Source: an optimization exercise on an open RTL-to-GDS flow (aim: small area, a short achievable clock period and few clock cycles). Production flows keep margins and buffers that such runs may drop.
RTL that was checked went through simulation tests only; none was proved equivalent to the original.
Power is estimated from default activity; no workload was simulated.

== garnet ==
## cfe_rx
module cfe_rx (
    input  wire       clk,
    input  wire       rst,
    input  wire       in_valid,
    input  wire [7:0] in_data,
    output wire       in_ready,
    output wire       out_valid,
    output wire [7:0] out_data,
    output wire       out_last,
    input  wire       clr_ovf,
    output reg        ovf,
    output wire       idle
);
Size: roughly 1200 flip-flops, ~30000 µm² of cells after synthesis.
clock: 9.0 ns
lec_check: 0
cap_margin: 20
core_margin: 2
core_utilization: 40
cts_cluster_diameter: 70
cts_cluster_size: 30
setup_slack_margin: 5
slew_margin: 20
standard.sh (not shown) runs the stock make flow with config.mk's settings and CLKGATE_MAP_FILE= SYNTH_SCRIPT=/design/flow/synth_recipe.tcl, a recipe that flattens the netlist after the stock synthesis.
==> flow/flow/run.sh <==
#!/bin/bash
# The standard layout (standard.sh), with port buffers of buf_4 cells and
# timing repair aiming for 6.5 ns of setup slack instead of 5. All output
# goes to standard.log here; ORFS's own per-step logs are under orfs/logs.
set -e
bash standard.sh SETUP_SLACK_MARGIN=6.5 \
    "BUFFER_PORTS_ARGS=-buffer_cell sky130_fd_sc_hd__buf_4" finish \
    > standard.log 2>&1
Testbench counts of garnet, summed over its fixed seeds: cycles 49,271.
Inputs modified between garnet and yarrow:
==> flow/run.sh (new file) <==
#!/bin/bash
# synth_recipe.tcl (not shown) runs the flow's synth.tcl, then flattens the netlist and writes it again
# the make line also repeats each setting of config.mk as NAME=value (left out here)
make -C /OpenROAD-flow-scripts/flow DESIGN_CONFIG=/design/flow/config.mk WORK_HOME=/design/flow/orfs CLKGATE_MAP_FILE= SYNTH_SCRIPT=/design/flow/synth_recipe.tcl finish
removed: flow/flow/run.sh
removed: flow/standard.sh
--- outcome ---
On sequential share of layout area, the lower figure sits with garnet, not yarrow. Sort yarrow and garnet by fraction of layout cells with a size suffix above 1 desc -> top: garnet. Compared with garnet, in yarrow net switching component of the power went down; power went down; detailed-routing iteration count for the pre-antenna-repair pass went down; clock power did not really move. Share of the cycle needed by the critical path after routing, yarrow and garnet: lower on garnet. Compared with garnet, yarrow shows a lower worst setup margin. Final standard cell count with taps included and fillers excluded went down by a few percent going from garnet to yarrow. The overall via count from detail_route in yarrow is 0.929 times that in garnet.
What raven does differently from yarrow at the input level:
==> flow/flow/run.sh (new file) <==
#!/bin/bash
# The standard layout (standard.sh), with port buffers of buf_4 cells and
# timing repair aiming for 6 ns of setup slack instead of 5. All output
# goes to standard.log here; ORFS's own per-step logs are under orfs/logs.
set -e
bash standard.sh SETUP_SLACK_MARGIN=6 \
    "BUFFER_PORTS_ARGS=-buffer_cell sky130_fd_sc_hd__buf_4" finish \
    > standard.log 2>&1
==> flow/standard.sh (new file) <==
#!/bin/bash
# synth_recipe.tcl (not shown) runs the flow's synth.tcl, then flattens the netlist and writes it again
# the make line also repeats each setting of config.mk as NAME=value (left out here)
make -C /OpenROAD-flow-scripts/flow DESIGN_CONFIG=/design/flow/config.mk WORK_HOME=/design/flow/orfs CLKGATE_MAP_FILE= SYNTH_SCRIPT=/design/flow/synth_recipe.tcl "${@:-finish}"
removed: flow/run.sh
## What came out
Diff yarrow -> raven: via count of the first global-routing pass saw an increase; number of vias in the routed layout grew by 275; sum of routed wire segments on met1 has increased.
yarrow → raven: number of slew-limit violations in the final report essentially unchanged, first-iteration DRC count climbed 187, fmax has increased.
[raven] number of antenna violations at the first check in global routing rose 3 relative to yarrow
raven ended up with reg -> out as its class of the most critical setup path; yarrow ended up with reg -> reg.
Relative to yarrow, raven improves register-to-register slack.
Clock network power share: lower on raven
Diff yarrow and raven: post-placement worst setup slack lower in yarrow
On routed wire length per instance: raven sits above yarrow.
The following lists how onyx was set up differently from raven:
==> flow/flow/run.sh <==
#!/bin/bash
# The standard layout (standard.sh), with port buffers of buf_4 cells and
# timing repair as standard. All output
# goes to standard.log here; ORFS's own per-step logs are under orfs/logs.
set -e
bash standard.sh SETUP_SLACK_MARGIN=5 \
    "BUFFER_PORTS_ARGS=-buffer_cell sky130_fd_sc_hd__buf_4" finish \
    > standard.log 2>&1
## What came out
onyx completed every stage of the flow, and the final layout passed the timing, DRC and antenna checks. Compared with raven, onyx shows a delay of the slowest cell on the worst path that is 0.44 ns higher. In terms of number of violations of the max-capacitance limit, onyx and raven differ only marginally. Looking at highest routed metal layer, the met5 result is from raven; the met4 one comes from onyx. Cell count: onyx lower than raven. On number of buffers outside the clock class in the layout: onyx sits below raven. When onyx is measured against raven, its final clock period utilization by the worst path turns out 8.3 points higher. Diff raven -> onyx | number of buffers created by CTS | increase of 2.

* * *

cfe_rx, a different RTL version from the one above (not shown whole).
Size in the first run: about 1900 cells after synthesis, about 25 I/O pins.
Settings: LEC_CHECK=0, CAP_MARGIN=20, CORE_MARGIN=2, CORE_UTILIZATION=50, CTS_CLUSTER_DIAMETER=70, CTS_CLUSTER_SIZE=30, SETUP_SLACK_MARGIN=5, SLEW_MARGIN=20; clock period 9.0 ns.
==> flow/flow/run.sh <==
#!/bin/bash
# The standard layout (standard.sh), with port buffers of buf_4 cells and
# timing repair aiming for 5.8 ns of setup slack instead of 5. All output
# goes to standard.log here; ORFS's own per-step logs are under orfs/logs.
set -e
bash standard.sh SETUP_SLACK_MARGIN=5.8 \
    "BUFFER_PORTS_ARGS=-buffer_cell sky130_fd_sc_hd__buf_4" finish \
    > standard.log 2>&1
The starting point ran to the end with no violations.
Testbench counts at the start, summed over its fixed seeds: cycles 49,783.
Edit:
==> flow/flow/run.sh (replaced) <==
#!/bin/bash
# The standard layout (standard.sh), with port buffers of buf_4 cells and
# timing repair aiming for 6 ns of setup slack instead of 5. All output
# goes to standard.log here; ORFS's own per-step logs are under orfs/logs.
set -e
bash standard.sh SETUP_SLACK_MARGIN=6 \
    "BUFFER_PORTS_ARGS=-buffer_cell sky130_fd_sc_hd__buf_4" finish \
    > standard.log 2>&1
Settings changed: CTS_CLUSTER_SIZE 30 to 36.
What happened:
- critical path depth falls by 1
- via count is about the same
- combinational power goes up by a few percent
- sequential cell count stays the same
- final area is about the same
- first-iteration DRC count grows by a little under a tenth
- worst setup slack is better by 51 ps
Edit:
Settings changed: CTS_CLUSTER_SIZE 36 to 30.
Result:
- wire length is about the same
- final area stays flat
- first-iteration DRC count came out lower by 2.1%
- worst setup slack got worse by 21 ps
- maximum frequency went down by 0.66%
- global-route usage stays flat
- clock power barely changes
- core utilization fell by 0.15 points
- sequential power stays flat

* * *

## zinc
Another version of the RTL of cfe_rx (not shown whole).
Size in the first run: ~2200 cells after synthesis, ~1200 flip-flops, about 25 I/O pins.
clock: 9.0 ns
lec_check: 0
cap_margin: 20
core_margin: 2
core_utilization: 40
setup_slack_margin: 5
slew_margin: 20
run.sh (not shown) runs the stock make flow with config.mk's settings and CLKGATE_MAP_FILE= SYNTH_SCRIPT=/design/flow/synth_recipe.tcl, a recipe that flattens the netlist after the stock synthesis.
Stock flow here: none of the scripts above is used.
Testbench counts of zinc, summed over its fixed seeds: cycles 49,271.
### zinc -> tundra
- SETUP_SLACK_MARGIN removed (was 5)
Findings:
- Compare tundra and zinc | final cycle utilization of the critical path higher: tundra
- Number of library cell types mapped by synthesis across tundra and zinc: no real change.
- Global-route wire length before repair on tundra is ahead of zinc.
- Cmp tundra and zinc / shortest clock period the worst path allows after layout / higher: tundra
For violet, these inputs were changed with respect to tundra:
- CTS_BUF_LIST now sky130_fd_sc_hd__clkbuf_8, previously not set
- CTS_CLUSTER_SIZE now 20, previously not set
## What came out
- Comparing tundra against violet, there is no change at all in sequential cell count.
- Taking tundra as the reference, in violet total power now smaller; final area went down by 170 µm²; post-synthesis to final-layout area growth went down by 0.56 points.
- Looking at fmax, violet sits 0.010 GHz above tundra.
- Measured against each other, tundra and violet differ in final-stage net count, the lower figure coming from tundra.

* * *

== run 1 ==
Another version of the RTL of cfe_rx (not shown whole).
Size: ~2,100 cells after synthesis, ~30,000 µm² of cells after synthesis.
export LEC_CHECK = 0
export CAP_MARGIN = 20
export CORE_MARGIN = 2
export CORE_UTILIZATION = 70
export CTS_CLUSTER_DIAMETER = 70
export CTS_CLUSTER_SIZE = 30
export SETUP_SLACK_MARGIN = 5
export SLEW_MARGIN = 20
create_clock -name core_clock -period 9.0 [get_ports {clk}]
standard.sh (not shown) runs the stock make flow with config.mk's settings and CLKGATE_MAP_FILE= SYNTH_SCRIPT=/design/flow/synth_recipe.tcl, a recipe that flattens the netlist after the stock synthesis.
==> flow/flow/run.sh <==
#!/bin/bash
# The standard layout (standard.sh), with port buffers of buf_4 cells and
# timing repair aiming for 6 ns of setup slack instead of 5. All output
# goes to standard.log here; ORFS's own per-step logs are under orfs/logs.
set -e
bash standard.sh SETUP_SLACK_MARGIN=6 \
    "BUFFER_PORTS_ARGS=-buffer_cell sky130_fd_sc_hd__buf_4" finish \
    > standard.log 2>&1
> inputs changed (run 1 -> run 2)
- CORE_UTILIZATION now 60, was 70
Findings:
Run 1 and run 2 all finish clean.
Looking at power across run 1 and run 2, the one that comes out lower is run 2.
Final critical delay including setup and external delays came out lower on run 2 than on run 1.
Between run 1 and run 2, the sequential share of layout area figures differ only marginally.
Flip-flop and latch area: run 1 vs run 2 — no meaningful difference
The total global-route track usage reported for run 2 is smaller than that of run 1 by 7.4 points.
Area of all placed cells without fillers: run 1 vs run 2, no meaningful difference
Run 1 reports its layer with the highest usage after global routing as met2 while run 2 reports met1.
Relative to run 2, the following input files were edited for run 3:
- changing CORE_UTILIZATION from 60 to 40
Results
Run 3 ended with less weighted congestion reported at the end of routability-driven placement than run 2. Comparing run 3 against run 2, there is no change at all in synthesized cell count. Run 3 vs. run 2: share of the clock period used by the worst path after layout went up by 0.60 points, relative contribution of the clock network to total power went up by 1.3 points, leakage power went up by 1.2%, number of antenna violations at the first check in global routing went up by 1.
No functional check of the RTL was part of any run of this note.

* * *

## build 47
The RTL this note starts from:
==> flow/design.v <==
module cfe_rx (
    input  wire       clk,
    input  wire       rst,
    input  wire       in_valid,
    input  wire [7:0] in_data,
    output wire       in_ready,
    output wire       out_valid,
    output wire [7:0] out_data,
    output wire       out_last,
    input  wire       clr_ovf,
    output reg        ovf,
    output wire       idle
);
    localparam [7:0] START = 8'h05;
    localparam [7:0] END   = 8'h04;
    localparam [1:0] S_EMPTY = 2'd0;   
    localparam [1:0] S_OPEN  = 2'd1;   
    localparam [1:0] S_END   = 2'd2;   
    localparam [1:0] E_SCAN  = 2'd0;   
    localparam [1:0] E_BODY  = 2'd1;   
    localparam [1:0] E_BCC   = 2'd2;   
    localparam integer FD = 15;        
    reg [7:0] r [0:127];
    reg [6:0] T;                       
    reg       oq;                      
    reg [6:0] dlt;                     
    reg [7:0] ib;                      
    reg       ib_proc;                 
    reg       ib_wr;                   
    reg [7:0] ib2;                     
    reg       ib2_wr;
    reg [7:0] nxt;                     
    reg [7:0] P;                       
    reg [1:0] st;
    reg [7:0] A;                       
    reg [7:0] acc0;                    
    reg       v1, v2;                  
    reg [7:0] a1, a2;
    reg       unt;                     
    reg [FD-1:0] fq;                   
    reg [4:0]    fcnt;                 
    reg          pop_d;                
    wire         fhead = pop_d ? fq[1] : fq[0];
    reg [7:0] O;                       
    reg [1:0] es;
    reg       ov, ol;
    reg       ir;                      
    reg       idl;
    assign in_ready  = ir;
    assign idle      = idl;
    assign out_valid = ov;
    assign out_last  = ol;
    assign out_data  = r[127];
    wire take = in_valid && ir;
    integer k;
    always @(posedge clk) begin
        r[0] <= ib2_wr ? ib2 : r[127];
        for (k = 1; k < 128; k = k + 1)
            r[k] <= r[k-1];
    end
    wire [7:0] x      = ib;
    wire       x_st   = x == START;
    wire       x_en   = x == END;
    wire [7:0] acc0x  = acc0 ^ x;
    wire [7:0] a1x    = a1 ^ x;
    wire [7:0] a2x    = a2 ^ x;
    reg [1:0] n_st;
    reg [7:0] n_A, n_acc0, n_a1, n_a2;
    reg       n_v1, n_v2, n_unt;
    reg       rep;                     
    reg [1:0] npush;                   
    reg       pwin;                    
    reg       set_ovf;
    reg       l_v1, l_v2, l_unt;
    reg [7:0] l_a1, l_a2;
    wire ovfc = P[6:0] + 7'd1 == A[6:0];   
    wire might_rep = ib_proc && ((st == S_END && unt) ||
                                 (st == S_OPEN && ovfc && (v1 || x_st)));
    always @* begin
        n_st = st; n_A = A; n_acc0 = acc0;
        n_v1 = v1; n_v2 = v2; n_a1 = a1; n_a2 = a2; n_unt = unt;
        rep = 1'b0; npush = 2'd0; pwin = 1'b0; set_ovf = 1'b0;
        l_v1 = v1; l_v2 = v2; l_unt = unt; l_a1 = a1x; l_a2 = a2x;
        if (x_st) begin
            if (!v1) begin
                l_v1 = 1'b1; l_a1 = x;
            end else if (!v2) begin
                l_v2 = 1'b1; l_a2 = x;
            end else begin
                l_unt = 1'b1;
            end
        end
        if (ib_proc) begin
            case (st)
                S_EMPTY: begin
                    if (x_st) begin
                        n_st = S_OPEN; n_A = P; n_acc0 = x;
                    end
                end
                S_OPEN: begin
                    n_acc0 = acc0x;
                    n_v1 = l_v1; n_a1 = l_a1;
                    n_v2 = l_v2; n_a2 = l_a2;
                    n_unt = l_unt;
                    if (x_en) n_st = S_END;
                    if (ovfc) begin
                        set_ovf = 1'b1;
                        npush = 2'd1; pwin = 1'b0;
                        if (l_v1) rep = 1'b1;
                        else      n_st = S_EMPTY;
                    end
                end
                default: begin  
                    n_st = S_EMPTY; n_v1 = 1'b0; n_v2 = 1'b0; n_unt = 1'b0;
                    if (x == acc0) begin
                        npush = 2'd1; pwin = 1'b1;
                    end else if (v1 && x == a1) begin
                        npush = 2'd2; pwin = 1'b1;
                    end else if (v2 && x == a2) begin
                        npush = 2'd3; pwin = 1'b1;
                    end else if (unt) begin
                        npush = 2'd1; pwin = 1'b0; rep = 1'b1;
                    end else begin
                        npush = 2'd1 + {1'b0, v1} + {1'b0, v2};
                        pwin = 1'b0;
                        if (x_st) begin
                            n_st = S_OPEN; n_A = P; n_acc0 = x;
                        end
                    end
                end
            endcase
            if (rep) begin
                n_st = S_EMPTY; n_v1 = 1'b0; n_v2 = 1'b0; n_unt = 1'b0;
            end
        end
    end
    wire [7:0] P1    = P + 8'd1;
    wire [7:0] A1    = A + 8'd1;
    wire       rp    = ib_proc && rep;
    wire [7:0] n_P   = ({8{rp}} & A1) | ({8{ib_proc && !rep}} & P1) |
                       ({8{!ib_proc}} & P);
    wire [7:0] F     = (st != S_EMPTY) ? A : P;     
    wire [7:0] y     = r[126];                        
    wire       em_go = oq && (O != F);
    reg        pop;
    reg        n_ov, n_ol;
    reg [1:0]  n_es;
    always @* begin
        pop = 1'b0; n_ov = 1'b0; n_ol = 1'b0; n_es = es;
        if (em_go) begin
            case (es)
                E_SCAN: begin
                    if (y == START) begin
                        pop = 1'b1;
                        if (fhead) begin
                            n_ov = 1'b1; n_es = E_BODY;
                        end
                    end
                end
                E_BODY: begin
                    n_ov = 1'b1;
                    if (y == END) n_es = E_BCC;
                end
                default: begin
                    n_ov = 1'b1; n_ol = 1'b1; n_es = E_SCAN;
                end
            endcase
        end
    end
    wire [4:0]    fs   = fcnt - {4'd0, pop_d};
    wire [FD-1:0] fq_p = pop_d ? {1'b0, fq[FD-1:1]} : fq;
    wire          wr1  = ib_proc && pwin;
    wire          n1   = npush == 2'd1;
    wire          n2   = npush == 2'd2;
    wire          n3   = npush == 2'd3;
    wire          n0   = npush == 2'd0;
    reg  [FD-1:0] fdec;
    reg  [FD-1:0] fq_n;
    integer j;
    always @* begin
        for (j = 0; j < FD; j = j + 1)
            fdec[j] = fs == j;
        for (j = 0; j < FD; j = j + 1)
            fq_n[j] = fq_p[j] | (wr1 &&
                      ((n1 && fdec[j]) || (n2 && j >= 1 && fdec[j-1]) ||
                       (n3 && j >= 2 && fdec[j-2])));
    end
    wire [4:0] fs1  = fs + 5'd1;
    wire [4:0] fs2  = fs + 5'd2;
    wire [4:0] fs3  = fs + 5'd3;
    wire [4:0] fc_n = ({5{n0}} & fs) | ({5{n1}} & fs1) |
                      ({5{n2}} & fs2) | ({5{n3}} & fs3);
    wire fle3 = fcnt <= FD - 3;
    wire fle4 = fcnt <= FD - 4;
    wire fle5 = fcnt <= FD - 5;
    wire fle6 = fcnt <= FD - 6;
    wire       mp_end = ib_proc && st == S_END;
    wire       mp_ovf = ib_proc && st == S_OPEN && ovfc;
    wire       f_ok   = mp_end ? (v2 ? fle6 : v1 ? fle5 : fle4) :
                        mp_ovf ? fle4 : fle3;
    wire       rep_go = ib_proc && rep;
    wire [7:0] R      = P + {7'd0, ib_proc};
    wire       r_eq   = R == nxt;
    wire       ld_nom = !r_eq && (T + 7'd2 == R[6:0]) && f_ok;
    wire [7:0] nxt1   = nxt + 8'd1;
    wire       al2    = dlt == 7'd2;
    wire       al3    = dlt == 7'd3;
    wire       ir_ok  = !might_rep && f_ok;
    wire       ir_t   = al2 && r_eq && ir_ok;
    wire       ir_nt  = al3 && (r_eq || (ld_nom && R + 8'd1 == nxt)) && ir_ok;
    wire       pr_t   = !rep_go && r_eq;
    wire       pr_nt  = ld_nom && !rep_go;
    always @(posedge clk) begin
        ib2 <= ib;
        ib  <= ir ? in_data : r[125];    
        A <= n_A; acc0 <= n_acc0;
        a1 <= n_a1; a2 <= n_a2;
    end
    always @(posedge clk) begin
        if (rst) begin
            T <= 7'd0; oq <= 1'b0; dlt <= 7'd2;
            nxt <= 8'd2; P <= 8'd2; O <= 8'd2;
            st <= S_EMPTY; v1 <= 1'b0; v2 <= 1'b0; unt <= 1'b0;
            fq <= {FD{1'b0}}; fcnt <= 5'd0; pop_d <= 1'b0;
            es <= E_SCAN; ov <= 1'b0; ol <= 1'b0;
            ir <= 1'b1; idl <= 1'b1;
            ib_proc <= 1'b0; ib_wr <= 1'b0; ib2_wr <= 1'b0;
            ovf <= 1'b0;
        end else begin
            T <= T + 7'd1;
            oq <= em_go || (T + 7'd2 == O[6:0]);
            dlt <= take ? dlt : dlt - 7'd1;
            st <= n_st;
            v1 <= n_v1; v2 <= n_v2; unt <= n_unt;
            P <= n_P;
            fq <= fq_n; fcnt <= fc_n; pop_d <= pop;
            es <= n_es; ov <= n_ov; ol <= n_ol;
            O <= em_go ? O + 8'd1 : O;
            if (clr_ovf) ovf <= 1'b0;
            if (ib_proc && set_ovf) ovf <= 1'b1;
            ib2_wr  <= ib_wr;
            ib_wr   <= take;
            ib_proc <= ir ? in_valid && pr_t : pr_nt;
            nxt     <= take ? nxt1 : nxt;
            ir  <= take ? ir_t : ir_nt;
            idl <= !take && !ib_proc && r_eq && (O == F);
        end
    end
endmodule
Settings: LEC_CHECK=0, CAP_MARGIN=20, CORE_MARGIN=2, CORE_UTILIZATION=50, CTS_CLUSTER_DIAMETER=70, CTS_CLUSTER_SIZE=30, SETUP_SLACK_MARGIN=5, SLEW_MARGIN=20; clock period 9.0 ns.
==> flow/flow/run.sh <==
#!/bin/bash
# The standard layout (standard.sh), with port buffers of buf_2 cells and
# timing repair aiming for 6 ns of setup slack instead of 5. All output
# goes to standard.log here; ORFS's own per-step logs are under orfs/logs.
set -e
bash standard.sh SETUP_SLACK_MARGIN=6 \
    "BUFFER_PORTS_ARGS=-buffer_cell sky130_fd_sc_hd__buf_2" finish \
    > standard.log 2>&1
Build 47 finished all stages; the layout is clean.
Testbench counts of build 47, summed over its fixed seeds: cycles 49,783.
Relative to build 47, the following input files were edited for build 72:
Settings: swapping 50 for 45 in CORE_UTILIZATION.
--- a/flow/flow/run.sh
+++ b/flow/flow/run.sh
@@ -2 +2 @@
-# The standard layout (standard.sh), with port buffers of buf_2 cells and
+# The standard layout (standard.sh), with port buffers of buf_4 cells and
@@ -7 +7 @@
-    "BUFFER_PORTS_ARGS=-buffer_cell sky130_fd_sc_hd__buf_2" finish \
+    "BUFFER_PORTS_ARGS=-buffer_cell sky130_fd_sc_hd__buf_4" finish \
==> notes.md <==
Summary — cell count after placement, build 72 relative to build 47: higher, by 40.
~same setup slack in build 72 and build 47
Count of filler cells inserted in the layout: build 72 > build 47
Build 72 vs build 47 — total met3 wirelength after detailed routing rose 11%.
Between build 72 and build 47, the total power draw is lower for build 72.
Compared with build 47, build 72 shows a higher clock-buffer cell count.
Depth of the worst register-to-register path ended up 2 higher on build 72 than on build 47.
The total wire length number comes out lower for build 47 vs build 72.
Inputs modified between build 72 and build 24:
Settings: CORE_UTILIZATION changed from 45 to 55.
### Flow results
- On fmax, build 24 and build 72 are basically level.
- For build 24, the highest routing layer actually used was met4, unlike build 72, where it was met5.
- Compare build 24 and build 72 | starting utilization of the core area higher: build 24
- Build 24 ended with less first-pass GRT wire length than build 72.
- Build 24 against build 72: number of combinational gates with multiple inputs closely matched the old numbers, die extent in x dropped about 9%.
- For the total length of routed wires, build 24 came in about 1.7% lower than build 72 did.
- The lower actual transition at the worst max-transition pin of build 24 and build 72 is in build 24.
- Delta (build 24 minus build 72): power density over cell area essentially unchanged; number of remaining DRC errors essentially unchanged.
Input changes introduced in build 55 (baseline for comparison: build 24):
Settings: a change of CORE_UTILIZATION from 55 to 50.
--- outcome ---
Compared build 55 against build 24; synthesized area within noise. Build 55 finished end to end and its layout was clean on timing, DRC and antenna. In build 55 the count of cells resized by post-cts repair turned out 3 higher than in build 24. Compared with build 24, build 55 ends up with more cell area.

[afterwards: timing with drivers on the ports]
The results above use ideal ports. As a check the final layouts listed here were re-extracted and re-timed, cells and wires unchanged. Step 1, drivers: a clkbuf_16 drives clk and a buf_2 each remaining input, both assumed. Step 2 times the ports against the registers' clock, not the clock port: input delays grow and output delays shrink by t, the midpoint of the rising clock arrivals with the driver on. Three values: ideal ports, drivers, drivers and shift; two values: the first two.
run	t, ns	setup slack, ns	slew at the worst register clock pin (ns)
garnet	0.693	6.043 / 5.984 / 5.774	0.11 / 0.11
yarrow	0.682	5.223 / 5.223 / 4.759	0.11 / 0.11
raven	0.683	6.053 / 5.998 / 5.398	0.11 / 0.11
onyx	0.688	5.303 / 5.303 / 5.011	0.11 / 0.11
the first run of note 2	0.667	5.825 / 5.825 / 5.376	0.11 / 0.11
the second run of note 2	0.672	5.876 / 5.876 / 5.460	0.12 / 0.12
the third run of note 2	0.685	5.855 / 5.855 / 5.579	0.11 / 0.11
zinc	0.712	5.181 / 5.205 / 4.493	0.07 / 0.07
tundra	0.696	4.234 / 4.253 / 3.558	0.07 / 0.07
violet	0.813	4.453 / 4.471 / 3.658	0.07 / 0.07
run 1	0.669	5.958 / 5.958 / 5.430	0.12 / 0.12
run 2	0.670	6.081 / 6.029 / 5.555	0.11 / 0.11
run 3	0.677	6.028 / 5.978 / 5.433	0.11 / 0.11
build 47	0.670	6.068 / 6.011 / 5.555	0.10 / 0.10
build 72	0.661	6.071 / 6.013 / 5.618	0.11 / 0.11
build 24	0.663	6.069 / 6.012 / 5.642	0.11 / 0.11
build 55	0.665	6.069 / 6.017 / 5.646	0.10 / 0.10
After both steps setup and hold are still met in every run listed. For violet, which loses most, drivers alone change the setup slack by +0.018 ns; drivers and shift together by -0.795 ns.
